Background: an optimization exercise with open tools, aiming at small area, a short achievable clock period and few clock cycles per item. Do not read the settings as production practice. Function was checked by simulation only, so behaviour that the tests miss may differ from the original. No activity file was given, so power comes from the tool's default toggle rates.

===== flow/config.mk =====
export PLATFORM = sky130hd
export DESIGN_NAME = varint_unit
export DESIGN_NICKNAME = varint_unit
export VERILOG_FILES = /design/flow/design.v
export SDC_FILE = /design/flow/constraint.sdc
export NUM_CORES = 4
export LEC_CHECK = 0
export CAP_MARGIN = 20
export CORE_MARGIN = 2
export CORE_UTILIZATION = 45
export SETUP_SLACK_MARGIN = 3.0
export SLEW_MARGIN = 20

===== flow/constraint.sdc =====
create_clock -name core_clock -period 5.0 [get_ports {clk}]
set_input_delay 1.0000 -clock core_clock [delete_from_list [all_inputs] [get_ports {clk}]]
set_output_delay 1.0000 -clock core_clock [all_outputs]
set_load 0.01 [all_outputs]

===== flow/design.v =====
module varint_unit (
  input             clk,
  input             rst,
  input             cmd_valid,
  output            cmd_ready,
  input      [7:0]  cmd_op,
  input      [63:0] cmd_arg,
  output            snk_valid,
  output     [7:0]  snk_data,
  input             snk_ready,
  input      [1:0]  snk_resp,
  output            src_req,
  input             src_ready,
  input      [7:0]  src_data,
  input      [1:0]  src_resp,
  output            rsp_valid,
  output     [3:0]  rsp_status,
  output     [63:0] rsp_res,
  output     [79:0] rsp_buf
);
  genvar g;
  integer i;
  reg        rdy;       
  reg        pv;        
  reg        cls_e, cls_d, cls_b, cls_c;    
  reg [63:0] val;       
  reg        ex_e;      
  reg        ex_d;      
  reg        ex_i;      
  reg [7:0]  sd;        
  reg [3:0]  k;         
  reg        rv;        
  reg [2:0]  rst_st;    
  reg [9:0]  rdec;      
  reg [3:0]  cnt;       
  reg [8:0]  rcont;     
  assign cmd_ready  = rdy;
  assign snk_valid  = ex_e;
  assign snk_data   = sd;
  assign src_req    = ex_d;
  assign rsp_valid  = rv;
  assign rsp_status = {1'b0, rst_st};
  wire [63:0] rmask;
  generate
    for (g = 0; g < 9; g = g + 1) begin : g_rmask
      assign rmask[7*g +: 7] = {7{rdec[g]}};
    end
  endgenerate
  assign rmask[63] = rdec[9];
  assign rsp_res    = {val[63:4] & rmask[63:4], rdec[0] ? val[3:0] : cnt};
  generate
    for (g = 0; g < 9; g = g + 1) begin : g_buf
      assign rsp_buf[8*g +: 7] = val[7*g +: 7];
      assign rsp_buf[8*g + 7]  = rcont[g];
    end
  endgenerate
  assign rsp_buf[79:72] = {7'd0, val[63]};
  wire c_e = (cmd_op == 8'h00);
  wire c_b = (cmd_op == 8'h01);
  wire c_c = (cmd_op == 8'h02);
  wire c_d = (cmd_op == 8'h10);
  wire acc = cmd_valid & rdy;
  wire e_err  = snk_resp != 2'd0;
  wire e_step = ex_e & snk_ready;
  wire e_adv  = e_step & sd[7];
  wire e_fin  = e_step & (e_err | ~sd[7]);
  wire d_err  = src_resp != 2'd0;
  wire d_pull = ex_d & src_ready;
  wire d_last = (k == 4'd9);
  wire d_fin  = d_pull & (d_err | ~src_data[7] | d_last);
  wire fin    = e_fin | d_fin | ex_i;
  wire exfree = fin | ~(ex_e | ex_d | ex_i);
  wire st_pend = exfree & pv;
  wire st_cmd  = exfree & ~pv & acc;
  wire s_e     = pv ? cls_e : c_e;
  wire s_d     = pv ? cls_d : c_d;
  wire s_b     = pv ? cls_b : c_b;
  wire [63:0] s_arg = pv ? val : cmd_arg;
  wire start_e = (st_pend | st_cmd) & s_e;
  wire start_d = (st_pend | st_cmd) & s_d;
  wire start_i = (st_pend | st_cmd) & ~s_e & ~s_d;
  wire val_more = |val[63:14];      
  wire [9:0] nz;
  generate
    for (g = 0; g < 9; g = g + 1) begin : g_nz
      assign nz[g] = |val[7*g +: 7];
    end
  endgenerate
  assign nz[9] = val[63];
  wire [3:0] vlen = nz[9] ? 4'd10 : nz[8] ? 4'd9 : nz[7] ? 4'd8 : nz[6] ? 4'd7 :
                    nz[5] ? 4'd6  : nz[4] ? 4'd5 : nz[3] ? 4'd4 : nz[2] ? 4'd3 :
                    nz[1] ? 4'd2  : 4'd1;
  wire [8:0] vcont;
  generate
    for (g = 0; g < 9; g = g + 1) begin : g_cont
      assign vcont[g] = |val[63:7*g+7];
    end
  endgenerate
  wire s_more = pv ? vcont[0] : |cmd_arg[63:7];
  wire pv_next   = (acc & ~exfree) | (pv & ~exfree);
  wire d_next    = exfree ? start_d : ex_d;
  wire more_next = exfree ? (start_e & s_more) : (ex_e & (e_adv ? val_more : sd[7]));
  always @(posedge clk) begin
    if (rst) begin
      rdy  <= 1'b1;
      pv   <= 1'b0;
      ex_e <= 1'b0;
      ex_d <= 1'b0;
      ex_i <= 1'b0;
      rv   <= 1'b0;
    end else begin
      rdy  <= ~pv_next & ~more_next & ~d_next & ~(start_i & s_b);
      pv   <= pv_next;
      if (exfree) begin
        ex_e <= start_e;
        ex_d <= start_d;
        ex_i <= start_i;
      end
      rv   <= fin;
    end
  end
  always @(posedge clk) begin
    if (exfree) k <= 4'd0;
    else if (e_adv | d_pull) k <= k + 4'd1;
  end
  always @(posedge clk) begin
    if (acc) begin
      cls_e <= c_e;
      cls_d <= c_d;
      cls_b <= c_b;
      cls_c <= c_c;
    end
  end
  wire [63:0] val_d;
  wire [9:0]  val_we;
  generate
    for (g = 0; g < 9; g = g + 1) begin : g_val
      wire [6:0] shr7 = (g < 8) ? val[7*g+7 +: 7] : {6'd0, val[63]};
      assign val_d[7*g +: 7] = rdy ? cmd_arg[7*g +: 7] : ex_e ? shr7 : src_data[6:0];
    end
    for (g = 0; g < 10; g = g + 1) begin : g_we
      assign val_we[g] = acc | e_adv | (d_pull & (k == g));
    end
  endgenerate
  assign val_d[63] = rdy ? cmd_arg[63] : ~ex_e & src_data[0];
  always @(posedge clk) begin
    for (i = 0; i < 9; i = i + 1)
      if (val_we[i]) val[7*i +: 7] <= val_d[7*i +: 7];
    if (val_we[9]) val[63] <= val_d[63];
  end
  always @(posedge clk) begin
    if (start_e)
      sd <= {s_more, s_arg[6:0]};
    else if (e_adv)
      sd <= {val_more, val[13:7]};
  end
  always @(posedge clk) begin
    if (e_fin)
      rst_st <= ~e_err ? 3'd0 : snk_resp[1] ? 3'd6 : 3'd1;
    else if (d_fin)
      rst_st <= d_err ? (src_resp[1] ? 3'd6 : 3'd1) : (src_data[7] ? 3'd2 : 3'd0);
    else if (ex_i)
      rst_st <= (cls_b | cls_c) ? 3'd0 : 3'd7;
  end
  always @(posedge clk) begin
    for (i = 0; i < 10; i = i + 1)
      rdec[i] <= d_fin & (k >= i);
    cnt  <= e_fin ? k + 4'd1 : vlen;
  end
  always @(posedge clk) begin
    rcont <= vcont;
  end
endmodule

===== flow/flow/run.sh =====
#!/bin/bash
# Standard synthesis and layout, with two changes:
#  - the combinational logic of the standard synthesis netlist is re-mapped
#    by ABC with a delay-driven script (flip-flops untouched), see remap.sh;
#  - the port buffers are the small, fast buf_1 (instead of the default pick,
#    a clkdlybuf4s50_1 delay cell).
set -euo pipefail
BUF="BUFFER_PORTS_ARGS=-buffer_cell sky130_fd_sc_hd__buf_1"
R=orfs/results/$FLOW_PLATFORM/varint_unit/base
bash standard.sh "$BUF" synth > 1_standard_synth.log 2>&1
cp $R/1_2_yosys.v 1_2_yosys.standard.v
export DONT_USE_CELLS="$(awk '/^export DONT_USE_CELLS/{f=1} f{print} f&&!/\\$/{exit}' $FLOW_HOME/platforms/$FLOW_PLATFORM/config.mk | grep -oE 'sky130_fd_sc_hd__[A-Za-z0-9_]+' | tr '\n' ' ')"
bash flow/remap.sh $PWD/1_2_yosys.standard.v $PWD/1_2_yosys.remap.v $PWD/flow/abc_delay.script > 2_remap.log 2>&1
cp 1_2_yosys.remap.v $R/1_2_yosys.v
rm -f $R/1_synth.odb $R/1_synth.sdc
bash standard.sh "$BUF" finish > 3_standard_finish.log 2>&1

===== flow/flow/abc_delay.script =====
strash
dch -f
map -D 1000
topo
buffer -p
upsize -D 1000
dnsize -D 1000

===== flow/flow/remap.sh =====
#!/bin/bash
# Re-map the combinational logic of the standard synthesis netlist with a
# delay-driven ABC script. Flip-flops (and their instance names and cell
# types) are left exactly as the standard synthesis made them.
# usage: remap.sh IN.v OUT.v ABC_SCRIPT
set -euo pipefail
in=$1; out=$2; scr=$3
LIB=$FLOW_HOME/platforms/sky130hd/lib/sky130_fd_sc_hd__tt_025C_1v80.lib
seq=$(grep -oE 'sky130_fd_sc_hd__[a-z0-9_]+' "$in" | sort -u | grep -E '__(e?s?df|dl|sdf|edf|conb)' | tr '\n' ' ')
dontuse=""
for c in $DONT_USE_CELLS; do dontuse="$dontuse -dont_use $c"; done
printf 'set_driving_cell sky130_fd_sc_hd__buf_1\nset_load 5\n' > remap_abc.constr
cat > remap.ys <<EOT
read_liberty -ignore_miss_func $LIB
blackbox $seq
read_verilog $in
hierarchy -top $FLOW_TOP
flatten
opt_clean
techmap
opt -fast
abc -script $scr -liberty $LIB $dontuse -constr remap_abc.constr
opt_clean -purge
hilomap -singleton -hicell sky130_fd_sc_hd__conb_1 HI -locell sky130_fd_sc_hd__conb_1 LO
splitnets
rename -hide w:*.*
opt_clean -purge
stat -liberty $LIB
write_verilog -noattr -noexpr -nohex -nodec $out
EOT
yosys -s remap.ys

===== flow/standard.sh =====
#!/bin/bash
# synth_recipe.tcl (not shown) runs the flow's synth.tcl, then flattens the netlist and writes it again
# the make line also repeats each setting of config.mk as NAME=value (left out here)
make -C /OpenROAD-flow-scripts/flow DESIGN_CONFIG=/design/flow/config.mk WORK_HOME=/design/flow/orfs CLKGATE_MAP_FILE= SYNTH_SCRIPT=/design/flow/synth_recipe.tcl "${@:-finish}"

==> reports/results.tsv, run 1 <==
stage	metric	value	unit
cts	Longest Clk Path Bufs	2	
layout	post-layout util	74.3	%
floorplan	die width	117	um
route	post-DR wirelength/cell	18.2	um
cts	Post-CTS Hold Buffers	0	
placement	dpl hpwl	15.4	mm
sta	period utilization	43.4	%
layout	multi-input combinational cell area	0.00265	mm2
floorplan	initial cell density of the core	46.1	%
sta	Slew @ Worst Pin	0.682	ns
min_path	HP Class	reg -> reg	
critical_path	critical path class	reg -> out	
layout	synth-to-layout area growth	61.3	%
sta	RSZ-0062 raised after global routing	yes	
grt	All-Layer GR Usage	30.1	%
floorplan	I/O pin count	249	
placement	RePlAce Congestion	0.951	
critical_path	R2R setup slack	2.95	ns
grt	antenna violations before repair	0	
critical_path	CP Launch Type	flip-flop	
critical_path	CP max FO	4	
critical_path	R2R cell count	8	
route	Via density	5.41	
cts	worst skew pair latency	0.35	ns
route	via count	6956	
layout	share of layout cells above drive strength 1	38.9	%
logic_synthesis	Mapped Avg Cell Area	8.24	um2
sta	Slew HR	54.6	%
min_path	WHS Path Cells	2	
layout	antenna cells	0	
job	number of max-cap violations	0	
route	DRC Markers	0	
min_path	Worst Hold End	ex_d	
route	DR iter-0 viols	665	
route	Total Wirelength	23.3	mm
critical_path	CP required	4.00	ns
power_and_ir_drop	Pwr Density	220	mW/mm2
layout	fill count	946	
sta	FMAX	461	MHz
power_and_ir_drop	Lkg Pwr	0.00419	uW
logic_synthesis	synth warn	1	
outcome	run status	complete, no violations	
route	drt first pass iters	5	
critical_path	reg2reg end	sd[7]	
logic_synthesis	Gate Count Post-Synth	703	
grt	Overflow after GRT	0	
route	antenna-violating nets left	0	
layout	sequential cell area	0.00305	mm2
critical_path	CP endpoint kind	primary output	
cts	TritonCTS buffer count	9	
logic_synthesis	Cell Area, Synth	0.00579	mm2
sta	pins over their slew limit	0	
critical_path	r2r startpoint	val[60]	
sta	Hold Fails Final Rpt	0	
cts	root buf cell	clkbuf_16	
critical_path	worst endpoint data arrival time	1.17	ns
floorplan	die footprint	0.0138	mm2
cts	clock-pin slew on the worst setup and hold paths	0.07	ns
floorplan	chip height	117	um
sta	min Tclk post-route	2.17	ns
layout	Final #Nets	1197	
sta	Total Negative Setup Slacks	0	ns
min_path	min-delay src	ex_d	
grt	vias in the first global route	6187	
grt	largest net degree at the start of global routing	65	
cts	CTS tree	built	
cts	htree depth	3	
grt	global-route wire length before repair	32.6	mm
floorplan	site row count	41	
sta	Fin Clk Skew	0.00863	ns
cts	clock sink count	112	
placement	port bufs	240	
power_and_ir_drop	maximum VDD drop	141	uV
floorplan	Core Area	0.0126	mm2
sta	final setup fails	0	
[critical path: stages, from the launching register on]
cell	delay, ns
dfxtp_4	0.39
buf_6	0.13
nor2_4	0.04
a21oi_2	0.11
buf_2	0.15
[sequential cells by signal (all words and copies together) (netlist names), 3 cells and up]
register,flops
val,64
rdec,10
rcont,9
sd,8
cnt,4
k,4
rst_st,3
[layout make-up]
cell class,instances,area share [%]
multi-input combinational,445,28.4
timing repair buffer,409,28.3
clock buffer,13,2.57
sequential,112,32.7
clock inverter,3,0.201
tap,172,2.30
inverter,131,5.59
[layout by cell type, fill, tap and decap left out, types with 7 or more instances in the layout]
cell type	instances
o21ai_1	10
nor2_1	116
nor2_4	16
buf_6	55
nand2_1	75
inv_2	48
buf_1	145
o22ai_1	25
clkbuf_16	9
dfxtp_1	24
o21ai_0	36
nor2_2	24
a21oi_1	12
edfxtp_1	79
nand4_1	16
inv_1	76
buf_2	60
conb_1	8
o211ai_1	7
nand3_1	22
o21ai_4	11
buf_4	138
[where the power goes]
group	switching [uW]	total (uW)	leakage (uW)	internal, uW
registers	33.7	1060	0.00105	1030
logic	164	319	0.00302	155
clock network	332	671	0.000124	340
total	529	2060	0.00419	1530
[through the flow]
| stage | cells | hold WS, ns | cell area [um2] | power [uW] | setup WS [ns] |
|---|---|---|---|---|---|
| 2_1_floorplan | 710 | 0.476 | 5910 | 1170 | 2.70 |
| 3_3_place_gp | 1103 | 0.531 | 6950 | 1250 | 2.29 |
| 3_5_place_dp | 1103 | 0.533 | 6950 | 1260 | 2.20 |
| 4_1_cts | 1217 | 0.568 | 8340 | 1970 | 2.84 |
| 5_1_grt | 1285 | 0.594 | 9340 | 2110 | 2.79 |
| 6_report | 1285 | 0.588 | 9340 | 2060 | 2.83 |
[worst max path at each step]
| stage | to | cells past startpoint | slack (ns) | from |
|---|---|---|---|---|
| floorplan | sd[0] | 13 | 2.70 | src_resp[1] |
| global placement | sd[4] | 13 | 2.29 | src_resp[1] |
| detailed placement | sd[4] | 13 | 2.20 | src_resp[1] |
| CTS | rsp_res[3] | 4 | 2.84 | rdec[0] |
| global route | rsp_res[1] | 4 | 2.79 | rdec[0] |
| finish | rsp_res[1] | 4 | 2.83 | rdec[0] |
[layer usage]
layer  share of wire, %  routed length, um  vias up  track usage (%)
li1                   -                  -     3149                -
met1                 39               9010     3287             39.8
met2                 50              11600      439             49.4
met3                7.7               1790       81             4.57
met4                3.9                922        0             13.0
met5                  0                  0        -                0
[timing repair]
action,in CTS,in global routing
resized for setup,169,164
setup endpoints to repair,194,201
pin swaps,78,44
buffers inserted,97,68
gates cloned,1,0
Testbench counts, summed over its fixed seeds: cycles 21,216, items 4,800.
==> inputs of run 2 (changes only) <==
--- a/flow/config.mk
+++ b/flow/config.mk
@@ -8,5 +8,5 @@
 export CAP_MARGIN = 20
 export CORE_MARGIN = 2
 export CORE_UTILIZATION = 45
-export SETUP_SLACK_MARGIN = 3.0
+export SETUP_SLACK_MARGIN = 2.9
 export SLEW_MARGIN = 20
==> run 2 against run 1 <==
Via count down 10%; clock power barely moved; core utilization shrank 9.3 points; flip-flop and latch count unchanged; first-iteration DRC count is 9.6% higher; synthesized cell count did not move; fmax rose by 0.82%; register-to-register slack better by 0.02 ns; critical path depth unchanged; global-route usage fell by 1.7 points; sequential share of layout area is 4.6 points higher; critical endpoint unchanged.
==> reports/results.tsv, run 2 <==
stage	metric	value	unit
grt	antenna violations before repair	0	
critical_path	r2r startpoint	val[62]	
layout	fill count	1131	
power_and_ir_drop	Pwr Density	241	mW/mm2
grt	All-Layer GR Usage	28.4	%
layout	most frequent cells in the layout	buf_1 (182), nor2_1 (133), inv_1 (97)	
grt	vias in the first global route	5599	
sta	Total Negative Setup Slacks	0	ns
critical_path	CP endpoint kind	primary output	
logic_synthesis	Gate Count Post-Synth	703	
cts	worst skew pair latency	0.35	ns
layout	share of layout cells above drive strength 1	25.2	%
cts	htree depth	3	
critical_path	R2R setup slack	2.97	ns
sta	period utilization	43.0	%
route	Via density	5.24	
sta	pins over their slew limit	0	
job	number of max-cap violations	0	
sta	RSZ-0062 raised after global routing	yes	
route	post-DR wirelength/cell	17.4	um
sta	Slew HR	51.4	%
floorplan	die width	117	um
critical_path	R2R cell count	8	
cts	root buf cell	clkbuf_16	
layout	antenna cells	0	
sta	FMAX	465	MHz
outcome	run status	complete, no violations	
min_path	WHS Path Cells	1	
cts	clock sink count	112	
grt	GRT busiest layer	met2	
floorplan	I/O pin count	249	
sta	Fin Clk Skew	0.00422	ns
sta	min Tclk post-route	2.15	ns
layout	Biggest register	val	
min_path	Worst Hold End	rcont[8]	
floorplan	initial cell density of the core	46.1	%
grt	Overflow after GRT	0	
min_path	HP Class	reg -> reg	
route	DRC Markers	0	
cts	CTS tree	built	
placement	dpl hpwl	15.4	mm
sta	Hold Fails Final Rpt	0	
logic_synthesis	Mapped Avg Cell Area	8.24	um2
layout	Regs by FF count	val (64), rdec (10), rcont (9)	
power_and_ir_drop	Lkg Pwr	0.00356	uW
placement	port bufs	240	
critical_path	CP max FO	5	
placement	placed cell areas	0.00695	mm2
critical_path	reg2reg end	sd[7]	
grt	GR met3 Demand/Resource	4.86	%
critical_path	CP Launch Type	flip-flop	
route	via count	6263	
grt	met1 Use GR	39.5	%
power_and_ir_drop	maximum VDD drop	126	uV
critical_path	worst endpoint data arrival time	1.15	ns
placement	RePlAce Congestion	0.927	
layout	max reg flops	64	
grt	largest net degree at the start of global routing	65	
cts	Post-CTS Hold Buffers	0	
layout	synth-to-layout area growth	41.0	%
floorplan	chip height	117	um
route	Total Wirelength	20.8	mm
critical_path	critical path class	reg -> out	
route	drt first pass iters	6	
sta	final setup fails	0	
layout	Design Area, Final	0.00816	mm2
cts	clock-pin slew on the worst setup and hold paths	0.07	ns
cts	TritonCTS buffer count	9	
cts	Longest Clk Path Bufs	2	
critical_path	CP required	4.00	ns
grt	global-route wire length before repair	30.7	mm
floorplan	Core Area	0.0126	mm2
floorplan	die footprint	0.0138	mm2
grt	M2 GR Usage	45.5	%
floorplan	site row count	41	
layout	leading cell type in the layout, fill and taps excluded	buf_1	
route	DR iter-0 viols	729	
sta	Slew @ Worst Pin	0.729	ns
min_path	min-delay src	val[63]	
layout	Final #Nets	1107	
logic_synthesis	synth warn	1	
route	antenna-violating nets left	0	
logic_synthesis	Cell Area, Synth	0.00579	mm2
[run 2: area by class of cell]
cell class	instances	area, um2	share of cell area [%]
Clock buffer	13	250	3.07
Clock inverter	3	17.5	0.215
Inverter	131	507	6.21
Multi-Input combinational cell	446	2510	30.7
Sequential cell	112	3040	37.3
Tap cell	172	215	2.64
Timing Repair Buffer	318	1620	19.9
[run 2: worst max-delay path, cell delays in order, from the launching register on]
cell     delay [ns]
dfxtp_4        0.37
buf_12         0.13
nor2_4         0.03
a21oi_2        0.12
buf_2          0.15
[run 2: worst max path at each step]
stage	from	to	slack [ns]
after global placement	src_resp[1]	sd[3]	2.28
after global routing	cmd_arg[50]	sd[7]	2.79
after floorplan	src_resp[1]	sd[0]	2.70
after detailed placement	src_resp[1]	sd[2]	2.20
final	rdec[0]	rsp_res[1]	2.85
after CTS	rdy	val[11]	2.67
[run 2: power by group]
part	total (uW)	switching (uW)	internal [uW]	leakage (uW)
clock network	674	322	352	0.000132
logic	235	139	96.1	0.00239
registers	1060	30.6	1030	0.00104
total	1970	491	1480	0.00356
[run 2: routing by layer]
metal	routed length, um	vias up
li1	-	2964
met1	8890	2930
met2	9800	339
met3	1720	30
met4	410	0
met5	0	-
[run 2: per-stage QoR]
stage	power, uW	utilization [%]	setup WS [ns]	hold WS (ns)	instances
3_3_place_gp	1250	55.3	2.28	0.518	1103
6_report	1970	65.0	2.85	0.555	1195
2_1_floorplan	1170	-	2.70	0.476	710
3_5_place_dp	1260	55.3	2.20	0.518	1103
4_1_cts	1930	60.3	2.67	0.534	1145
5_1_grt	2030	65.0	2.79	0.582	1195
[run 2: repair_timing]
item,CTS,global route
pin swaps,14,31
resized for setup,66,109
gates cloned,1,0
setup buffers,25,50
setup endpoints to repair,130,164
==> inputs of run 3 (changes only) <==
--- a/flow/config.mk
+++ b/flow/config.mk
@@ -8,5 +8,5 @@
 export CAP_MARGIN = 20
 export CORE_MARGIN = 2
 export CORE_UTILIZATION = 45
-export SETUP_SLACK_MARGIN = 2.9
+export SETUP_SLACK_MARGIN = 2.5
 export SLEW_MARGIN = 20
==> run 3 against run 2 <==
Combinational power shrank 27%; worst hold slack lost 0.023 ns; core utilization shrank 7.9 points; global-route usage shrank 0.43 points; still clean on timing, DRC and antenna; first-iteration DRC count shrank 12%; cell count shrank 6.1%; final area shrank 12%; sequential power is essentially flat; largest power group unchanged.
==> reports/results.tsv, run 3 <==
stage	metric	value	unit
floorplan	die width	117	um
cts	Post-CTS Hold Buffers	0	
grt	All-Layer GR Usage	28.0	%
sta	pins over their slew limit	0	
sta	FMAX	421	MHz
critical_path	crit path max-delay cell type	o21ai_1	
cts	htree depth	3	
route	DRC Markers	0	
cts	clock sink count	112	
sta	Total Negative Setup Slacks	0	ns
floorplan	Core Area	0.0126	mm2
layout	Biggest register	val	
layout	synth-to-layout area growth	23.8	%
cts	Longest Clk Path Bufs	2	
critical_path	Critical path origin	rdy	
route	Total Wirelength	20.0	mm
route	post-DR wirelength/cell	17.8	um
grt	antenna violations before repair	0	
sta	Slew HR	29.7	%
critical_path	CP required	5.03	ns
critical_path	CP max stage delay	0.61	ns
sta	RSZ-0062 raised after global routing	no	
min_path	HP Class	reg -> reg	
sta	Hold Fails Final Rpt	0	
layout	Design Area, Final	0.00717	mm2
route	via count	5998	
critical_path	Crit path max-delay family	compound AO/OA/AOI/OAI gates	
sta	final setup fails	0	
critical_path	worst endpoint data arrival time	2.41	ns
route	Via density	5.35	
layout	most frequent cells in the layout	buf_1 (240), nor2_1 (149), inv_1 (124)	
logic_synthesis	Gate Count Post-Synth	703	
grt	vias in the first global route	5545	
floorplan	die footprint	0.0138	mm2
sta	period utilization	47.5	%
critical_path	r2r startpoint	rdy	
floorplan	site row count	41	
job	number of max-cap violations	0	
placement	dpl hpwl	15.4	mm
placement	port bufs	240	
logic_synthesis	synth warn	1	
logic_synthesis	Cell Area, Synth	0.00579	mm2
power_and_ir_drop	Pwr Total	1910	uW
power_and_ir_drop	Lkg Pwr	0.00292	uW
cts	TritonCTS buffer count	9	
grt	largest net degree at the start of global routing	65	
min_path	min-delay src	val[63]	
critical_path	critical path class	reg -> reg	
layout	max reg flops	64	
critical_path	critical path cell sequence	buf_4 -> inv_1 -> buf_4 -> o21ai_1 -> o22ai_1	
placement	worst slack, placed	1.97	ns
critical_path	CP bufs+invs	3	
floorplan	I/O pin count	249	
placement	RePlAce Congestion	0.907	
route	drt first pass iters	5	
outcome	run status	complete, no violations	
power_and_ir_drop	maximum VDD drop	151	uV
layout	antenna cells	0	
grt	global-route wire length before repair	30.1	mm
cts	clock-pin slew on the worst setup and hold paths	0.08	ns
critical_path	CP Launch Type	flip-flop	
floorplan	chip height	117	um
layout	fill count	1258	
route	antenna-violating nets left	0	
route	DR iter-0 viols	644	
power_and_ir_drop	Pwr Density	266	mW/mm2
sta	Slew @ Worst Pin	1.05	ns
sta	min Tclk post-route	2.37	ns
layout	share of layout cells above drive strength 1	5.47	%
floorplan	initial cell density of the core	46.1	%
grt	Overflow after GRT	0	
layout	post-layout util	57.0	%
logic_synthesis	Mapped Avg Cell Area	8.24	um2
layout	Final #Nets	1034	
layout	leading cell type in the layout, fill and taps excluded	buf_1	
sta	Fin Clk Skew	0.0101	ns
critical_path	Crit path top cell by count	buf_4	
cts	root buf cell	clkbuf_16	
placement	placed cell areas	0.00686	mm2
critical_path	CP endpoint kind	flip-flop	
cts	CTS tree	built	
cts	worst skew pair latency	0.35	ns
layout	Regs by FF count	val (64), rdec (10), rcont (9)	
sta	worst setup slack after layout	2.63	ns
critical_path	CP max FO	42	
==> run 3: cell count changes in the layout (fill, tap and decap cells not counted), sizes merged <==
cell	change
buf	-58
clkinvlp	+4
clkbuf	-16
inv	-2
nor2	-1
==> run 3: worst paths after layout <==
check	end	cells past startpoint	slack, ns
max	val[10]	5	2.63
min	rcont[8]	0	0.53
max reg2reg	val[10]	5	2.63
min reg2reg	rcont[8]	0	0.53
==> run 3: where the power goes <==
group / switching [uW] / internal (uW)
combinational: 115 / 55.9
clock: 335 / 337
sequential: 33.4 / 1030
total: 484 / 1430
==> run 3: metal layers <==
layer | wire length, um | GRT usage (%)
met2 | 9410 | 46.6
met3 | 1850 | 5.11
met1 | 8190 | 37.1
met4 | 526 | 8.89
met5 | 0 | 0
==> run 3: through the flow <==
| step | hold slack [ns] | instances |
|---|---|---|
| after CTS | 0.518 | 1119 |
| after detailed placement | 0.504 | 1103 |
| final | 0.532 | 1122 |
| after floorplan | 0.476 | 710 |
| after global placement | 0.496 | 1103 |
| after global routing | 0.531 | 1122 |
==> run 3: timing repair <==
action | 4_1_cts | 5_1_grt
pin swaps | 0 | 1
setup endpoints to repair | 74 | 80
cloned | 0 | 0
setup buffers | 0 | 1
gates resized for setup | 2 | 10
==> run 3: cell type report <==
cell class | instances | area (um2) | area share [%]
clock buffers | 11 | 233 | 3.25
flip-flops and latches | 112 | 3030 | 42.3
clock inverters | 5 | 33.8 | 0.471
well taps | 172 | 215 | 3.00
repair buffers | 246 | 941 | 13.1
inverters | 131 | 493 | 6.88
multi-input cells | 445 | 2220 | 30.9
==> inputs of run 4 (changes only) <==
--- a/flow/config.mk
+++ b/flow/config.mk
@@ -7,6 +7,6 @@
 export LEC_CHECK = 0
 export CAP_MARGIN = 20
 export CORE_MARGIN = 2
-export CORE_UTILIZATION = 45
-export SETUP_SLACK_MARGIN = 2.5
+export CORE_UTILIZATION = 50
+export SETUP_SLACK_MARGIN = 2.7
 export SLEW_MARGIN = 20
==> run 4 against run 3 <==
Combinational power grew 6%; clock skew grew 0.0024 ns; synthesized cell count is the same; via count grew 0.72%; cell count shrank 1.8%; final area grew 2.8%; worst hold slack gained 0.035 ns; still clean; global-route usage grew 2.9 points; routed wire length shrank 1.6%; highest routed layer unchanged.
==> reports/results.tsv, run 4 <==
stage	metric	value	unit
outcome	run status	complete, no violations	
layout	synth-to-layout area growth	27.2	%
critical_path	WP depth	5	
sta	min Tclk post-route	2.28	ns
grt	All-Layer GR Usage	30.9	%
layout	post-layout util	64.8	%
logic_synthesis	synth warn	1	
route	via count	6041	
layout	Design Area, Final	0.00737	mm2
placement	RePlAce Congestion	0.963	
layout	antenna cells	0	
route	DR iter-0 viols	517	
power_and_ir_drop	sequential cell fraction of total power	55.4	%
layout	fill count	1045	
critical_path	r2r startpoint	val[56]	
critical_path	crit path capture	val[44]	
route	DRC Markers	0	
power_and_ir_drop	Logic pwr share	9.4	%
grt	global-route wire length before repair	30.1	mm
sta	period utilization	45.7	%
critical_path	R2R setup slack	2.79	ns
floorplan	site row count	39	
critical_path	CP bufs+invs	2	
power_and_ir_drop	Pwr Total	1920	uW
cts	root buf cell	clkbuf_16	
cts	worst skew pair latency	0.35	ns
sta	Total Negative Setup Slacks	0	ns
critical_path	CP Launch Type	input pin	
route	post-DR wirelength/cell	17.8	um
logic_synthesis	Cell Area, Synth	0.00579	mm2
critical_path	Critical path origin	src_ready	
route	Total Wirelength	19.7	mm
cts	htree depth	3	
layout	Regs by FF count	val (64), rdec (10), rcont (9)	
power_and_ir_drop	Switch Pwr	490	uW
floorplan	chip height	112	um
power_and_ir_drop	Clk pwr share	35.2	%
critical_path	critical path cell sequence	buf_1 -> inv_1 -> nor2_4 -> nand3_1 -> o21ai_1	
power_and_ir_drop	cell internal pwr	1430	uW
sta	RSZ-0062 raised after global routing	yes	
cts	clock-pin slew on the worst setup and hold paths	0.07	ns
sta	pins over their slew limit	0	
layout	Final #Nets	1043	
placement	worst slack, placed	1.87	ns
job	number of max-cap violations	0	
route	drt first pass iters	5	
power_and_ir_drop	maximum VDD drop	163	uV
layout	multi-input combinational cell area	0.00234	mm2
sta	worst setup slack after layout	2.72	ns
cts	Post-CTS Hold Buffers	0	
route	antenna-violating nets left	0	
floorplan	die width	112	um
layout	max reg flops	64	
layout	leading cell type in the layout, fill and taps excluded	buf_1	
grt	largest net degree at the start of global routing	65	
floorplan	I/O pin count	249	
placement	port bufs	240	
grt	antenna violations before repair	0	
critical_path	CP max stage delay	0.55	ns
power_and_ir_drop	Lkg Pwr	0.00300	uW
grt	Overflow after GRT	0	
power_and_ir_drop	Pwr Density	261	mW/mm2
route	Via density	5.48	
layout	share of layout cells above drive strength 1	9.28	%
placement	placed cell areas	0.00683	mm2
grt	vias in the first global route	5628	
critical_path	critical path class	in -> reg	
cts	clock sink count	112	
critical_path	reg2reg end	sd[7]	
floorplan	initial cell density of the core	50.9	%
sta	Hold Fails Final Rpt	0	
sta	Slew @ Worst Pin	0.769	ns
power_and_ir_drop	Switching Fraction	25.5	%
floorplan	die footprint	0.0125	mm2
sta	Fin Clk Skew	0.0126	ns
floorplan	Core Area	0.0114	mm2
logic_synthesis	Gate Count Post-Synth	703	
critical_path	Crit path max-delay family	compound AO/OA/AOI/OAI gates	
critical_path	crit path max-delay cell type	o21ai_1	
critical_path	R2R cell count	8	
cts	Longest Clk Path Bufs	2	
critical_path	CP max FO	7	
min_path	HP Class	reg -> reg	
cts	CTS tree	built	
critical_path	CP required	4.98	ns
layout	sequential cell area	0.00304	mm2
cts	TritonCTS buffer count	9	
critical_path	CP endpoint kind	flip-flop	
sta	final setup fails	0	
critical_path	worst endpoint data arrival time	2.27	ns
layout	Biggest register	val	
sta	FMAX	438	MHz
sta	Slew HR	48.4	%
logic_synthesis	Mapped Avg Cell Area	8.24	um2
placement	dpl hpwl	14.9	mm
layout	most frequent cells in the layout	buf_1 (239), nor2_1 (147), inv_1 (122)	
[run 4: worst min-delay path by stage]
stage	from	end	slack (ns)	depth (start not counted)
floorplan	val[63]	rcont[8]	0.48	0
global placement	val[63]	rcont[8]	0.50	0
detailed placement	val[63]	rcont[8]	0.51	0
CTS	val[63]	rcont[8]	0.53	0
global route	ex_d	ex_d	0.57	2
finish	ex_d	ex_d	0.57	2
[run 4: repair_timing]
| action | in CTS | in global routing |
|---|---|---|
| endpoints found under the setup margin | 139 | 75 |
| pin swaps | 2 | 2 |
| buffers inserted | 6 | 6 |
| cloned | 1 | 0 |
| hold endpoints to repair | 0 | 0 |
| resized for setup | 26 | 19 |
[run 4: power by group through the flow]
stage          Combinational (uW)  Sequential [uW]  Clock (uW)
2_1_floorplan                73.2             1090           0
3_3_place_gp                  164             1090           0
3_5_place_dp                  168             1090           0
4_1_cts                       173             1070         677
5_1_grt                       200             1070         711
6_report                      181             1070         677
[run 4: tightest hold or removal path, stage by stage (launching register included)]
cell     delay (ns)
dfxtp_1        0.33
nand3_1        0.11
a21oi_1        0.07
[run 4: layer usage]
layer  vias up  share of wire [%]  global-route usage (%)
met5         -                  0                       0
met1      2819                 39                    41.0
met2       347                 49                    50.9
li1       2838                  -                       -
met3        37                9.4                    5.28
met4         0                2.7                    12.8
[run 4: final cells by class]
type	instances	area share, %
multi-input cells	445	31.7
flip-flops and latches	112	41.2
inverters	131	6.91
repair inverters	1	0.102
repair buffers	254	13.9
clock buffers	10	3.11
well taps	143	2.43
clock inverters	6	0.595
[run 4: stage by stage]
step	std cells	hold WS [ns]
floorplan	710	0.476
global placement	1073	0.502
detailed placement	1073	0.510
CTS	1096	0.526
global route	1102	0.572
finish	1102	0.566
==> inputs of run 5 (changes only) <==
--- a/flow/config.mk
+++ b/flow/config.mk
@@ -7,6 +7,6 @@
 export LEC_CHECK = 0
 export CAP_MARGIN = 20
 export CORE_MARGIN = 2
-export CORE_UTILIZATION = 50
-export SETUP_SLACK_MARGIN = 2.7
+export CORE_UTILIZATION = 55
+export SETUP_SLACK_MARGIN = 2.8
 export SLEW_MARGIN = 20
==> run 5 against run 4 <==
Clock power shrank 28%; critical path depth stayed put; count of clock-buffer cells in the layout grew 2; worst hold slack worse by 0.033 ns; fmax up 2.3%; setup slack better by 0.051 ns; final area is 0.83% higher; highest routed layer unchanged.
==> reports/results.tsv, run 5 <==
stage	metric	value	unit
outcome	run status	complete, no violations	
sta	RSZ-0062 raised after global routing	yes	
placement	RePlAce Congestion	0.916	
sta	Slew @ Worst Pin	0.711	ns
min_path	WHS Path Cells	1	
grt	largest net degree at the start of global routing	65	
layout	max reg flops	64	
grt	global-route wire length before repair	28.2	mm
sta	min Tclk post-route	2.23	ns
cts	worst skew pair latency	0.37	ns
route	drt first pass iters	5	
job	number of max-cap violations	0	
route	antenna-violating nets left	0	
floorplan	Core Area	0.0103	mm2
grt	vias in the first global route	5464	
floorplan	die width	107	um
layout	fill count	884	
sta	Fin Clk Skew	0.0122	ns
logic_synthesis	Gate Count Post-Synth	703	
sta	Slew HR	52.3	%
critical_path	CP endpoint kind	flip-flop	
power_and_ir_drop	maximum VDD drop	166	uV
sta	period utilization	44.7	%
layout	multi-input combinational cell area	0.00237	mm2
route	Detail Route met2 WL	9.39	mm
cts	root buf cell	clkbuf_8	
critical_path	CP max FO	7	
critical_path	Crit path max-delay family	compound AO/OA/AOI/OAI gates	
grt	antenna violations before repair	0	
power_and_ir_drop	Pwr Density	235	mW/mm2
critical_path	CP required	5.00	ns
route	met3 wire len	2.27	mm
layout	antenna cells	0	
floorplan	site row count	37	
cts	clock sink count	112	
sta	pins over their slew limit	0	
sta	FMAX	448	MHz
placement	port bufs	240	
cts	Longest Clk Path Bufs	2	
sta	Hold Fails Final Rpt	0	
route	Total Wirelength	19.4	mm
layout	share of layout cells above drive strength 1	12.3	%
power_and_ir_drop	Switch Pwr	463	uW
route	post-DR wirelength/cell	17.5	um
cts	clock-pin slew on the worst setup and hold paths	0.09	ns
route	DRC Markers	0	
grt	Overflow after GRT	0	
min_path	HP Class	reg -> reg	
critical_path	crit path max-delay cell type	o21ai_1	
critical_path	R2R cell count	6	
sta	worst setup slack after layout	2.77	ns
placement	dpl hpwl	14.8	mm
sta	final setup fails	0	
power_and_ir_drop	Switching Fraction	26.5	%
power_and_ir_drop	Lkg Pwr	0.00306	uW
layout	Regs by FF count	val (64), rdec (10), rcont (9)	
cts	TritonCTS buffer count	9	
layout	Final #Nets	1060	
route	top sig layer	met4	
layout	leading cell type in the layout, fill and taps excluded	buf_1	
power_and_ir_drop	cell internal pwr	1280	uW
layout	Biggest register	val	
floorplan	die footprint	0.0114	mm2
sta	Total Negative Setup Slacks	0	ns
floorplan	initial cell density of the core	56.3	%
layout	post-layout util	72.3	%
layout	synth-to-layout area growth	28.3	%
critical_path	CP max stage delay	0.62	ns
critical_path	CP Launch Type	input pin	
power_and_ir_drop	sequential cell fraction of total power	61.0	%
power_and_ir_drop	Logic pwr share	11.2	%
grt	All-Layer GR Usage	32.5	%
floorplan	chip height	107	um
cts	Post-CTS Hold Buffers	0	
route	via count	6168	
placement	worst slack, placed	2.04	ns
critical_path	worst endpoint data arrival time	2.23	ns
critical_path	CP bufs+invs	2	
critical_path	critical path class	in -> reg	
logic_synthesis	Mapped Avg Cell Area	8.24	um2
critical_path	WP depth	5	
layout	most frequent cells in the layout	buf_1 (230), nor2_1 (145), inv_1 (120)	
floorplan	I/O pin count	249	
route	M1 wire length	7.32	mm
critical_path	critical path cell sequence	buf_1 -> inv_1 -> nor2_4 -> nand3_1 -> o21ai_1	
power_and_ir_drop	Clk pwr share	27.9	%
layout	sequential cell area	0.00304	mm2
logic_synthesis	Cell Area, Synth	0.00579	mm2
power_and_ir_drop	Pwr Total	1750	uW
sta	WHS	0.533	ns
cts	htree depth	3	
route	DR iter-0 viols	534	
logic_synthesis	synth warn	1	
cts	CTS tree	built	
route	Via density	5.55	
[run 5: area by class of cell]
class / count / share of cell area (%)
multi-input cells: 445 / 31.9
clock buffers: 12 / 1.82
inverters: 131 / 6.87
repair inverters: 1 / 0.101
clock inverters: 4 / 0.421
repair buffers: 271 / 15.6
well taps: 136 / 2.29
flip-flops and latches: 112 / 41.0
[run 5: power groups by stage]
stage / combinational [uW] / sequential, uW / clock (uW)
floorplan: 74.0 / 1090 / 0
global placement: 167 / 1090 / 0
detailed placement: 169 / 1090 / 0
CTS: 178 / 1060 / 484
global route: 213 / 1070 / 518
finish: 195 / 1060 / 487
[run 5: timing repair]
item                                    in CTS  in global routing
endpoints found under the setup margin     164                130
pin swaps                                    2                  6
cloned                                       1                  0
setup buffers                                8                 21
resized for setup                           24                 32
[run 5: per-layer routing]
layer  GRT usage, %  up-vias
li1               -     2860
met5              0        -
met4           11.9        0
met1           42.6     2843
met3           6.38       39
met2           54.0      426
[run 5: final timing paths]
kind / start / to / slack [ns]
min reg2reg: val[63] / rcont[8] / 0.53
min: val[63] / rcont[8] / 0.53
max reg2reg: val[36] / sd[7] / 2.93
max: src_ready / val[37] / 2.77
[run 5: stage by stage]
step                instance area [um2]  cells
floorplan                          5860    710
finish                             7430   1112
CTS                                7160   1091
global placement                   6850   1066
detailed placement                 6850   1066
global route                       7430   1112
==> inputs of run 6 (changes only) <==
==> flow/flow/abc_delay.script (replaced) <==
strash
dch -f
amap
topo
--- a/flow/config.mk
+++ b/flow/config.mk
@@ -7,6 +7,6 @@
 export LEC_CHECK = 0
 export CAP_MARGIN = 20
 export CORE_MARGIN = 2
-export CORE_UTILIZATION = 55
+export CORE_UTILIZATION = 45
 export SETUP_SLACK_MARGIN = 2.8
 export SLEW_MARGIN = 20
==> run 6 against run 5 <==
Sequential share of layout area is 2.6 points lower; critical path type unchanged; critical endpoint is now rdy; highest routed layer unchanged; count of clock-buffer cells in the layout fell by 3; total power grew 15%.
==> reports/results.tsv, run 6 <==
stage	metric	value	unit
outcome	run status	complete, no violations	
layout	Regs by FF count	val (64), rdec (10), rcont (9)	
sta	final setup fails	0	
critical_path	CP endpoint kind	flip-flop	
route	via count	5995	
power_and_ir_drop	maximum VDD drop	162	uV
floorplan	Core Area	0.0120	mm2
sta	Total Negative Setup Slacks	0	ns
placement	port bufs	240	
sta	min Tclk post-route	2.46	ns
layout	Non-Filler Instances	1084	
cts	worst skew pair latency	0.37	ns
sta	Fin Clk Skew	0.00944	ns
cts	clock-pin slew on the worst setup and hold paths	0.08	ns
floorplan	die footprint	0.0132	mm2
floorplan	site row count	40	
power_and_ir_drop	Pwr Density	253	mW/mm2
critical_path	crit path max-delay cell type	or3_4	
job	number of max-cap violations	0	
power_and_ir_drop	Lkg Pwr	0.00265	uW
cts	clock sink count	112	
critical_path	CP Launch Type	input pin	
logic_synthesis	Gate Count Post-Synth	618	
route	Total Wirelength	20.5	mm
critical_path	CP max stage delay	0.39	ns
grt	global-route wire length before repair	29.8	mm
placement	RePlAce Congestion	0.949	
floorplan	die width	115	um
critical_path	critical path class	in -> reg	
critical_path	R2R setup slack	2.54	ns
layout	leading cell type in the layout, fill and taps excluded	buf_1	
layout	share of layout cells above drive strength 1	20.3	%
layout	most frequent cells in the layout	buf_1 (221), o21ai_0 (119), clkinv_1 (92)	
critical_path	reg2reg end	sd[7]	
critical_path	CP max FO	8	
sta	pins over their slew limit	0	
power_and_ir_drop	Switching Fraction	26.7	%
critical_path	r2r startpoint	val[55]	
critical_path	critical path cell sequence	buf_1 -> or2_1 -> or3_4 -> nor3_4 -> o22ai_2 -> nor2_4 -> clkinv_4 -> nor2_2 -> o21ai_2 -> a21o_1	
min_path	WHS Path Cells	2	
critical_path	CP required	5.27	ns
sta	Slew @ Worst Pin	0.761	ns
sta	WHS	0.563	ns
cts	TritonCTS buffer count	9	
cts	htree depth	3	
route	drt first pass iters	5	
logic_synthesis	Mapped Avg Cell Area	8.92	um2
layout	antenna cells	0	
cts	root buf cell	clkbuf_16	
sta	RSZ-0062 raised after global routing	yes	
sta	Hold Fails Final Rpt	0	
layout	Biggest register	val	
logic_synthesis	Cell Area, Synth	0.00551	mm2
logic_synthesis	synth warn	1	
power_and_ir_drop	sequential cell fraction of total power	53.1	%
floorplan	I/O pin count	249	
grt	antenna violations before repair	0	
power_and_ir_drop	Switch Pwr	536	uW
route	Via density	5.53	
cts	Longest Clk Path Bufs	2	
power_and_ir_drop	Logic pwr share	10.4	%
route	antenna-violating nets left	0	
layout	synth-to-layout area growth	43.6	%
layout	Final #Nets	1021	
min_path	Worst Hold End	k[1]	
route	DRC Markers	0	
critical_path	worst endpoint data arrival time	2.73	ns
cts	CTS tree	built	
floorplan	chip height	115	um
grt	Overflow after GRT	0	
route	DR iter-0 viols	559	
sta	period utilization	49.3	%
layout	max reg flops	64	
route	post-DR wirelength/cell	18.9	um
grt	largest net degree at the start of global routing	65	
power_and_ir_drop	Clk pwr share	36.5	%
min_path	min-delay src	k[1]	
power_and_ir_drop	cell internal pwr	1470	uW
sta	FMAX	406	MHz
sta	Slew HR	49.2	%
floorplan	initial cell density of the core	46.1	%
critical_path	WP depth	10	
placement	dpl hpwl	14.8	mm
grt	vias in the first global route	5377	
placement	Cell Count Post-Placement	1014	
critical_path	CP bufs+invs	2	
min_path	HP Class	reg -> reg	
critical_path	Crit path max-delay family	simple AND/OR/NAND/NOR gates	
power_and_ir_drop	Pwr Total	2010	uW
critical_path	R2R cell count	9	
grt	All-Layer GR Usage	30.3	%
run 6: layout make-up:
type / instances / area, um2
clock inverters: 7 / 67.6
inverters: 120 / 504
clock buffers: 9 / 225
fillers: 1054 / 4040
multi-input cells: 393 / 2480
flip-flops and latches: 112 / 3040
repair buffers: 296 / 1410
well taps: 147 / 184
run 6: power groups by stage:
stage               clock, uW  combinational, uW  sequential, uW
floorplan                   0               66.5            1090
global placement            0                162            1090
detailed placement          0                163            1090
CTS                       737                183            1070
global route              776                228            1070
finish                    732                209            1070
run 6: worst max path at each step:
stage	to	slack [ns]	from
floorplan	sd[7]	2.34	snk_ready
global placement	rdy	1.86	snk_ready
detailed placement	rdy	1.76	snk_ready
CTS	sd[7]	2.54	val[54]
global route	rdy	2.45	snk_resp[1]
finish	rdy	2.54	cmd_op[3]
run 6: worst min-delay path, stage by stage (launching register included):
cell and delay [ns]:
dfxtp_1 0.36, nor2_1 0.11, nor3_1 0.05
run 6: metrics by stage:
stage	worst slack, ns	instance area (um2)	util (%)
after floorplan	2.34	5650	-
after global placement	1.86	6750	56.4
after detailed placement	1.76	6750	56.4
after CTS	2.54	7500	62.7
after global routing	2.45	7920	66.2
final	2.54	7920	66.2
run 6: what timing repair did:
action | 4_1_cts | 5_1_grt
pin swaps | 12 | 16
resized for setup | 82 | 58
setup buffers | 22 | 32
hold buffers | 0 | 0
endpoints found under the setup margin | 150 | 92
run 6: routing by layer:
layer  wire [um]  track usage [%]  share of wire [%]  vias up
met2        9720             48.2                 47      310
met5           0                0                  0        -
li1            -                -                  -     2784
met4         320             7.07                1.6        0
met1        8820             42.2                 43     2875
met3        1670             7.04                8.1       26
==> inputs of run 7 (changes only) <==
==> flow/flow/abc_delay.script (replaced) <==
strash
dch -f
map -D 1500
topo
dnsize -D 1500
==> run 7 against run 6 <==
Count of clock-buffer cells in the layout is 1 higher; flip-flop and latch count stayed put; setup slack better by 0.072 ns; synthesized area hardly changed; clock power is 12% higher; synthesized cell count is 9.2% higher; first-iteration DRC count is 5.2% higher; largest cell class unchanged.
==> reports/results.tsv, run 7 <==
stage	metric	value	unit
floorplan	die width	115	um
grt	GR met3 Demand/Resource	4.82	%
layout	fill count	1084	
cts	Longest Clk Path Bufs	2	
route	antenna-violating nets left	0	
power_and_ir_drop	Pwr Density	261	mW/mm2
layout	most frequent cells in the layout	buf_1 (221), nor2_1 (146), clkinv_1 (98)	
layout	max reg flops	64	
layout	Biggest register	val	
layout	leading cell type in the layout, fill and taps excluded	buf_1	
critical_path	critical path cell sequence	nor4_1 -> nand4_1 -> or2_4 -> nor2_4 -> nand3_2 -> nor2_4 -> buf_4 -> clkinv_1 -> o2111ai_1 -> a41o_2	
route	post-DR wirelength/cell	18.3	um
grt	vias in the first global route	5613	
cts	root buf cell	clkbuf_16	
cts	worst skew pair latency	0.35	ns
grt	antenna violations before repair	0	
sta	pins over their slew limit	0	
sta	period utilization	47.8	%
placement	worst slack, placed	1.85	ns
sta	WHS	0.547	ns
placement	port bufs	240	
route	via count	6280	
grt	M2 GR Usage	50.5	%
critical_path	CP endpoint kind	flip-flop	
min_path	HP Class	reg -> reg	
sta	Slew HR	52.5	%
critical_path	CP Launch Type	flip-flop	
route	DR iter-0 viols	588	
sta	min Tclk post-route	2.39	ns
sta	FMAX	418	MHz
placement	RePlAce Congestion	0.925	
sta	Slew @ Worst Pin	0.708	ns
sta	Total Negative Setup Slacks	0	ns
sta	Hold Fails Final Rpt	0	
critical_path	CP required	5.30	ns
layout	Final #Nets	1098	
grt	Overflow after GRT	0	
power_and_ir_drop	maximum VDD drop	135	uV
sta	RSZ-0062 raised after global routing	yes	
layout	Regs by FF count	val (64), rdec (10), rcont (9)	
cts	clock-pin slew on the worst setup and hold paths	0.07	ns
layout	share of layout cells above drive strength 1	19.0	%
sta	worst setup slack after layout	2.61	ns
sta	final setup fails	0	
cts	clock sink count	112	
logic_synthesis	Mapped Avg Cell Area	8.16	um2
power_and_ir_drop	Lkg Pwr	0.00305	uW
logic_synthesis	synth warn	1	
layout	synth-to-layout area growth	46.6	%
floorplan	chip height	115	um
cts	CTS tree	built	
cts	htree depth	3	
route	Via density	5.41	
floorplan	die footprint	0.0131	mm2
grt	global-route wire length before repair	30.3	mm
grt	largest net degree at the start of global routing	34	
layout	Non-Filler Instances	1161	
job	number of max-cap violations	0	
placement	dpl hpwl	14.9	mm
floorplan	I/O pin count	249	
outcome	run status	complete, no violations	
route	DRC Markers	0	
grt	All-Layer GR Usage	31.0	%
route	drt first pass iters	5	
critical_path	Crit path top cell by count	nor2_4	
route	Total Wirelength	21.2	mm
critical_path	crit path max-delay cell type	edfxtp_1	
layout	antenna cells	0	
logic_synthesis	Gate Count Post-Synth	675	
logic_synthesis	Cell Area, Synth	0.00551	mm2
sta	Fin Clk Skew	0.00603	ns
floorplan	site row count	40	
cts	TritonCTS buffer count	9	
placement	Cell Count Post-Placement	1074	
grt	met1 Use GR	42.5	%
critical_path	critical path class	reg -> reg	
floorplan	Core Area	0.0120	mm2
floorplan	initial cell density of the core	46.1	%
critical_path	CP max stage delay	0.43	ns
grt	GRT busiest layer	met2	
critical_path	CP max FO	3	
critical_path	worst endpoint data arrival time	2.69	ns
==> run 7: report_power, final <==
| group | internal [uW] | switching (uW) | total [uW] | leakage [uW] |
|---|---|---|---|---|
| sequential | 1030 | 34.9 | 1070 | 0.00104 |
| combinational | 85.2 | 135 | 220 | 0.00185 |
| clock | 489 | 333 | 821 | 0.000162 |
| total | 1610 | 503 | 2110 | 0.00305 |
==> run 7: through the flow <==
| stage | power [uW] | utilization [%] | instance area, um2 |
|---|---|---|---|
| 2_1_floorplan | 1160 | - | 5650 |
| 3_3_place_gp | 1260 | 56.6 | 6770 |
| 3_5_place_dp | 1260 | 56.6 | 6770 |
| 4_1_cts | 2080 | 63.2 | 7560 |
| 5_1_grt | 2170 | 67.5 | 8080 |
| 6_report | 2110 | 67.5 | 8080 |
==> run 7: worst max-delay path: cells and delay by family (launching register included) <==
family / cells / cell delay (ns)
flops: 1 / 0.43
compound gates: 2 / 0.47
buf+inv: 2 / 0.23
simple gates: 6 / 1.20
==> run 7: layer usage <==
layer / part of all wire (%) / routed length, um / vias to the layer above
met5: 0 / 0 / -
met4: 2.0 / 428 / 0
met3: 9.9 / 2100 / 36
met2: 47 / 10100 / 418
met1: 41 / 8630 / 2885
li1: - / - / 2941
==> run 7: layout make-up <==
| class | instances | area, um2 | share of cell area [%] |
|---|---|---|---|
| Inverter | 123 | 503 | 6.23 |
| Sequential cell | 112 | 3040 | 37.7 |
| Multi-Input combinational cell | 447 | 2400 | 29.8 |
| Clock inverter | 6 | 108 | 1.33 |
| Timing Repair Buffer | 315 | 1590 | 19.7 |
| Clock buffer | 10 | 229 | 2.84 |
| Tap cell | 147 | 184 | 2.28 |
| Timing Repair inverter | 1 | 8.76 | 0.108 |
==> run 7: repair_timing <==
| action | CTS | global route |
|---|---|---|
| endpoints found under the setup margin | 175 | 145 |
| pin swaps | 21 | 13 |
| setup buffers | 29 | 39 |
| hold buffers | 0 | 0 |
| gates cloned | 2 | 1 |
| resized for setup | 55 | 64 |
==> run 7: path summary, 6_finish.rpt <==
kind / startpoint / to / slack, ns / depth (start not counted)
min: k[0] / cnt[0] / 0.55 / 1
min reg2reg: k[0] / cnt[0] / 0.55 / 1
max reg2reg: val[57] / rdy / 2.61 / 10
max: val[57] / rdy / 2.61 / 10
==> inputs of run 8 (changes only) <==
==> flow/flow/abc_delay.script (replaced) <==
strash
dch -f
map -D 1500
topo
buffer -p
upsize -D 1500
dnsize -D 1500
==> run 8 against run 7 <==
Die area is 2.7% higher; total power decreased by 3.8%; via count is 3.1% lower; sequential share of layout area increased by 1.5 points; core utilization fell by 3.7 points; combinational power is 13% lower.
==> reports/results.tsv, run 8 <==
stage	metric	value	unit
critical_path	CP max FO	7	
cts	root buf cell	clkbuf_16	
layout	antenna cells	0	
sta	Slew HR	21.3	%
critical_path	CP required	5.10	ns
route	via count	6083	
sta	Total Negative Setup Slacks	0	ns
cts	clock sink count	112	
sta	period utilization	47.5	%
floorplan	chip height	116	um
route	Total Wirelength	20.4	mm
power_and_ir_drop	maximum VDD drop	150	uV
sta	final setup fails	0	
layout	Regs by FF count	val (64), rdec (10), rcont (9)	
sta	Slew @ Worst Pin	1.17	ns
route	post-DR wirelength/cell	17.7	um
critical_path	CP endpoint kind	flip-flop	
cts	clock-pin slew on the worst setup and hold paths	0.08	ns
cts	TritonCTS buffer count	9	
layout	fill count	1116	
layout	Biggest register	val	
floorplan	die width	116	um
route	DRC Markers	0	
power_and_ir_drop	Pwr Total	2030	uW
layout	max reg flops	64	
route	Via density	5.28	
layout	multi-input combinational cell area	0.00233	mm2
route	antenna-violating nets left	0	
floorplan	site row count	40	
placement	port bufs	240	
grt	largest net degree at the start of global routing	65	
layout	leading cell type in the layout, fill and taps excluded	buf_1	
logic_synthesis	Mapped Avg Cell Area	8.15	um2
sta	RSZ-0062 raised after global routing	yes	
route	DR iter-0 viols	451	
power_and_ir_drop	Pwr Density	262	mW/mm2
floorplan	die footprint	0.0135	mm2
logic_synthesis	Gate Count Post-Synth	695	
critical_path	CP Launch Type	input pin	
cts	htree depth	3	
floorplan	initial cell density of the core	46.6	%
placement	placed cell areas	0.00678	mm2
layout	Final #Nets	1069	
grt	global-route wire length before repair	28.8	mm
layout	Non-Filler Instances	1153	
critical_path	worst endpoint data arrival time	2.48	ns
min_path	HP Class	reg -> reg	
cts	Longest Clk Path Bufs	2	
layout	synth-to-layout area growth	37.1	%
logic_synthesis	Cell Area, Synth	0.00566	mm2
cts	worst skew pair latency	0.35	ns
outcome	run status	complete, no violations	
grt	vias in the first global route	5373	
layout	sequential cell area	0.00304	mm2
placement	dpl hpwl	15.0	mm
grt	Overflow after GRT	0	
power_and_ir_drop	Lkg Pwr	0.00317	uW
sta	min Tclk post-route	2.37	ns
sta	FMAX	421	MHz
floorplan	Core Area	0.0122	mm2
critical_path	critical path class	in -> reg	
sta	Fin Clk Skew	0.00889	ns
layout	most frequent cells in the layout	buf_1 (233), nor2_1 (149), inv_1 (114)	
sta	pins over their slew limit	0	
layout	share of layout cells above drive strength 1	13.3	%
floorplan	I/O pin count	249	
grt	antenna violations before repair	0	
logic_synthesis	synth warn	1	
sta	Hold Fails Final Rpt	0	
placement	RePlAce Congestion	0.962	
cts	CTS tree	built	
layout	Design Area, Final	0.00776	mm2
route	drt first pass iters	6	
grt	All-Layer GR Usage	28.6	%
job	number of max-cap violations	0	
placement	Cell Count Post-Placement	1093	
[run 8: cell count changes in the layout (fill, tap and decap cells not counted), moves of 10 or more]
cell	previous run	this run
buf_1	221	233
o21ai_2	3	13
clkinv_2	10	0
inv_1	0	114
buf_4	68	37
clkbuf_2	15	4
clkinv_1	98	0
[run 8: critical path: stages]
cell and delay, ns:
buf_8 0.09, inv_12 0.03, nor2_4 0.14, inv_2 0.05, a21oi_2 0.14, a21oi_2 0.07
inv_2 0.07, nor2_1 0.04, inv_1 0.10, nor2_4 0.06, o21ai_4 0.07, nand2_4 0.09
nor2_4 0.20, buf_12 0.14, buf_16 0.12, o21ai_2 0.05
[run 8: cell type report]
class | count | share of cell area [%]
Timing Repair Buffer | 287 | 17.8
Inverter | 123 | 6.16
Clock buffer | 10 | 3.22
Multi-Input combinational cell | 447 | 30.0
Clock inverter | 6 | 0.935
Tap cell | 168 | 2.71
Sequential cell | 112 | 39.2
[run 8: path summary, 6_finish.rpt]
| path | end | slack, ns | startpoint | depth (start not counted) |
|---|---|---|---|---|
| hold / removal | cnt[0] | 0.53 | k[0] | 1 |
| hold reg to reg | cnt[0] | 0.53 | k[0] | 1 |
| setup / recovery | sd[4] | 2.63 | snk_ready | 16 |
| setup reg to reg | sd[7] | 2.74 | val[58] | 9 |
[run 8: timing repair]
item | in CTS | in global routing
resized for setup | 40 | 38
gates cloned | 1 | 1
buffers inserted | 29 | 13
hold buffers | 0 | 0
pin swaps | 15 | 15
endpoints found under the setup margin | 94 | 96
[run 8: stage by stage]
stage,util (%),hold WS (ns),worst slack (ns)
2_1_floorplan,-,0.477,2.48
3_3_place_gp,55.8,0.528,1.95
3_5_place_dp,55.8,0.534,1.85
4_1_cts,61.8,0.543,2.72
5_1_grt,63.8,0.539,2.52
6_report,63.8,0.530,2.63
[run 8: metal layers]
metal / vias up / routed length, um / track usage [%]
met4: 0 / 386 / 7.70
met3: 25 / 1630 / 4.93
met5: - / 0 / 0
met1: 2846 / 8560 / 38.7
met2: 341 / 9800 / 48.1
li1: 2871 / - / -
[run 8: report_power, final]
part | total (uW) | switching, uW | internal, uW
sequential | 1070 | 34.1 | 1030
combinational | 191 | 123 | 67.7
clock | 771 | 346 | 425
total | 2030 | 504 | 1530
==> inputs of run 9 (changes only) <==
==> flow/flow/abc_delay.script (replaced) <==
strash
dch -f
map -D 1000
topo
buffer -p
upsize -D 1000
dnsize -D 1000
--- a/flow/config.mk
+++ b/flow/config.mk
@@ -10,3 +10,4 @@
 export CORE_UTILIZATION = 45
 export SETUP_SLACK_MARGIN = 2.8
 export SLEW_MARGIN = 20
+export TNS_END_PERCENT = 5
==> run 9 against run 8 <==
Largest cell class unchanged; die area grew 2.2%; sequential share of layout area grew 2.5 points; cell count shrank 2.4%; first-iteration DRC count grew 31%; non-clock buffer count shrank 38; synthesized area grew 2.2%; clock power shrank 6.0%; fmax grew 1.0%; setup slack gained 0.024 ns; synthesized cell count grew 1.2%; clock skew grew 0.0013 ns; via count shrank 2.5%.
==> reports/results.tsv, run 9 <==
stage	metric	value	unit
critical_path	crit path max-delay cell type	buf_4	
route	DR iter-0 viols	593	
cts	root buf cell	clkbuf_16	
grt	vias in the first global route	5543	
layout	Biggest register	val	
layout	most frequent cells in the layout	buf_1 (239), nor2_1 (147), inv_1 (123)	
sta	Fin Clk Skew	0.0102	ns
route	Total Wirelength	19.6	mm
sta	FMAX	426	MHz
placement	RePlAce Congestion	0.894	
logic_synthesis	Gate Count Post-Synth	703	
logic_synthesis	Mapped Avg Cell Area	8.24	um2
route	post-DR wirelength/cell	17.5	um
layout	antenna cells	0	
grt	All-Layer GR Usage	27.6	%
layout	leading cell type in the layout, fill and taps excluded	buf_1	
critical_path	CP endpoint kind	primary output	
cts	worst skew pair latency	0.34	ns
critical_path	crit path capture	cmd_ready	
critical_path	R2R setup slack	2.70	ns
floorplan	I/O pin count	249	
power_and_ir_drop	sequential cell fraction of total power	54.3	%
outcome	run status	complete, no violations	
layout	fill count	1217	
sta	pins over their slew limit	0	
critical_path	Crit path max-delay family	buffers and inverters	
grt	antenna violations before repair	0	
route	Detail Route met2 WL	9.33	mm
floorplan	chip height	117	um
sta	period utilization	47.0	%
sta	Slew @ Worst Pin	0.914	ns
route	via count	5931	
route	antenna-violating nets left	0	
route	met3 wire len	1.65	mm
critical_path	worst endpoint data arrival time	1.35	ns
critical_path	CP bufs+invs	2	
sta	Total Negative Setup Slacks	0	ns
power_and_ir_drop	cell internal pwr	1490	uW
sta	Hold Fails Final Rpt	0	
power_and_ir_drop	maximum VDD drop	129	uV
critical_path	r2r startpoint	rdy	
sta	worst setup slack after layout	2.65	ns
sta	final setup fails	0	
cts	htree depth	3	
cts	TritonCTS buffer count	9	
cts	CTS tree	built	
route	DRC Markers	0	
power_and_ir_drop	Logic pwr share	8.8	%
critical_path	CP required	4.00	ns
cts	Post-CTS Hold Buffers	0	
logic_synthesis	Cell Area, Synth	0.00579	mm2
critical_path	R2R cell count	5	
route	M1 wire length	8.18	mm
cts	clock sink count	112	
critical_path	WP depth	2	
placement	port bufs	240	
critical_path	critical path cell sequence	buf_4 -> buf_1	
critical_path	CP max stage delay	0.43	ns
critical_path	CP Launch Type	flip-flop	
min_path	HP Class	reg -> reg	
layout	Final #Nets	1037	
floorplan	Core Area	0.0126	mm2
power_and_ir_drop	Clk pwr share	36.9	%
critical_path	CP max FO	42	
cts	clock-pin slew on the worst setup and hold paths	0.07	ns
layout	max reg flops	64	
power_and_ir_drop	Switching Fraction	24.0	%
route	top sig layer	met4	
sta	Slew HR	38.7	%
sta	RSZ-0062 raised after global routing	yes	
grt	largest net degree at the start of global routing	65	
logic_synthesis	synth warn	1	
sta	min Tclk post-route	2.35	ns
critical_path	reg2reg end	val[8]	
layout	Regs by FF count	val (64), rdec (10), rcont (9)	
cts	Longest Clk Path Bufs	2	
layout	synth-to-layout area growth	25.8	%
power_and_ir_drop	Lkg Pwr	0.00298	uW
floorplan	die footprint	0.0138	mm2
placement	worst slack, placed	1.89	ns
critical_path	Critical path origin	rdy	
floorplan	initial cell density of the core	46.1	%
layout	share of layout cells above drive strength 1	7.03	%
power_and_ir_drop	Pwr Density	270	mW/mm2
grt	global-route wire length before repair	29.8	mm
floorplan	die width	117	um
critical_path	critical path class	reg -> out	
job	number of max-cap violations	0	
floorplan	site row count	41	
route	Via density	5.27	
placement	dpl hpwl	15.4	mm
grt	Overflow after GRT	0	
route	drt first pass iters	6	
power_and_ir_drop	Switch Pwr	470	uW
run 9: cell types whose count changed in the layout (fill, tap and decap cells not counted), moves of 10 or more:
| cell | change |
|---|---|
| nand2_1 | -10 |
| o22ai_1 | +16 |
| o21ai_0 | -16 |
| o21ai_2 | -10 |
| o21ai_1 | +13 |
| buf_4 | -28 |
run 9: worst min-delay path by stage:
stage          startpoint        to  slack, ns  cells past startpoint
6_report             ex_d      ex_d       0.53                      2
5_1_grt           val[63]  rcont[8]       0.56                      0
4_1_cts           val[63]  rcont[8]       0.53                      0
3_5_place_dp      val[63]  rcont[8]       0.51                      0
3_3_place_gp      val[63]  rcont[8]       0.50                      0
2_1_floorplan     val[63]  rcont[8]       0.48                      0
run 9: final cells by class:
| class | instances | area (um2) | share of cell area [%] |
|---|---|---|---|
| clock inverter | 4 | 51.3 | 0.704 |
| tap | 172 | 215 | 2.95 |
| inverter | 131 | 507 | 6.96 |
| multi-input combinational | 445 | 2250 | 30.8 |
| sequential | 112 | 3040 | 41.7 |
| clock buffer | 12 | 246 | 3.38 |
| timing repair buffer | 249 | 985 | 13.5 |
run 9: power by group through the flow:
stage,registers [uW],clock network [uW],logic [uW]
after floorplan,1090,0,73.2
after global placement,1090,0,166
after detailed placement,1090,0,168
after CTS,1070,725,170
after global routing,1070,759,191
final,1070,725,173
run 9: what timing repair did:
| action | in CTS | in global routing |
|---|---|---|
| gates cloned | 0 | 0 |
| setup buffers | 0 | 6 |
| pin swaps | 0 | 3 |
| endpoints found under the setup margin | 136 | 152 |
| endpoints found under the hold margin | 0 | 0 |
| gates resized for setup | 15 | 14 |
run 9: tightest hold or removal path, delay by kind of cell, from the launching register on:
kind,cells,cell delay (ns)
and+or+nand+nor,1,0.09
DFF,1,0.32
AOI/OAI and AO/OA,1,0.06
run 9: through the flow:
step / hold WS (ns) / area, um2 / power, uW / utilization, % / std cells
4_1_cts: 0.532 / 7200 / 1960 / 57.3 / 1119
3_3_place_gp: 0.498 / 6880 / 1250 / 54.7 / 1103
6_report: 0.526 / 7290 / 1960 / 58.0 / 1125
5_1_grt: 0.562 / 7290 / 2020 / 58.0 / 1125
2_1_floorplan: 0.476 / 5840 / 1160 / - / 710
3_5_place_dp: 0.513 / 6880 / 1250 / 54.7 / 1103
run 9: per-layer routing:
| layer | up-vias | global-route usage (%) |
|---|---|---|
| met5 | - | 0 |
| met2 | 315 | 46.5 |
| met1 | 2757 | 36.7 |
| li1 | 2823 | - |
| met3 | 36 | 4.04 |
| met4 | 0 | 9.19 |

[what the ideal ports hide]
The results above use ideal ports. As a check the final layouts listed here were re-extracted and re-timed, cells and wires unchanged.
Step 1: set_driving_cell puts a clkbuf_16 on clk and a buf_2 on each other input, an assumption about the parent block.
Step 2, shift: input delay + t, output delay - t, t = (earliest + latest rising clock arrival at the registers) / 2. This alone moves slack from input paths to output paths.
Three values: ideal ports, drivers, drivers and shift; two values: the first two.
run	t (ns)	setup slack, ns	worst hold slack (ns)	slew at the worst register clock pin (ns)
run 1	0.386	2.832 / 2.792 / 2.500	0.588 / 0.588 / 0.588	0.08 / 0.08
run 2	0.385	2.850 / 2.809 / 2.491	0.555 / 0.555 / 0.555	0.07 / 0.07
run 3	0.389	2.625 / 2.604 / 2.271	0.532 / 0.532 / 0.532	0.08 / 0.08
run 4	0.387	2.715 / 2.731 / 2.344	0.566 / 0.566 / 0.566	0.08 / 0.08
run 5	0.398	2.766 / 2.778 / 2.380	0.533 / 0.533 / 0.533	0.11 / 0.11
run 6	0.401	2.537 / 2.541 / 2.156	0.563 / 0.563 / 0.563	0.08 / 0.08
run 7	0.393	2.609 / 2.609 / 2.261	0.547 / 0.548 / 0.548	0.07 / 0.07
run 8	0.383	2.627 / 2.615 / 2.232	0.530 / 0.530 / 0.530	0.08 / 0.08
run 9	0.379	2.651 / 2.610 / 2.416	0.526 / 0.526 / 0.526	0.07 / 0.07
After both steps setup and hold are still met in every run listed. The setup slack of run 8, which loses most, moves by -0.012 ns with the drivers and by -0.395 ns with both steps.
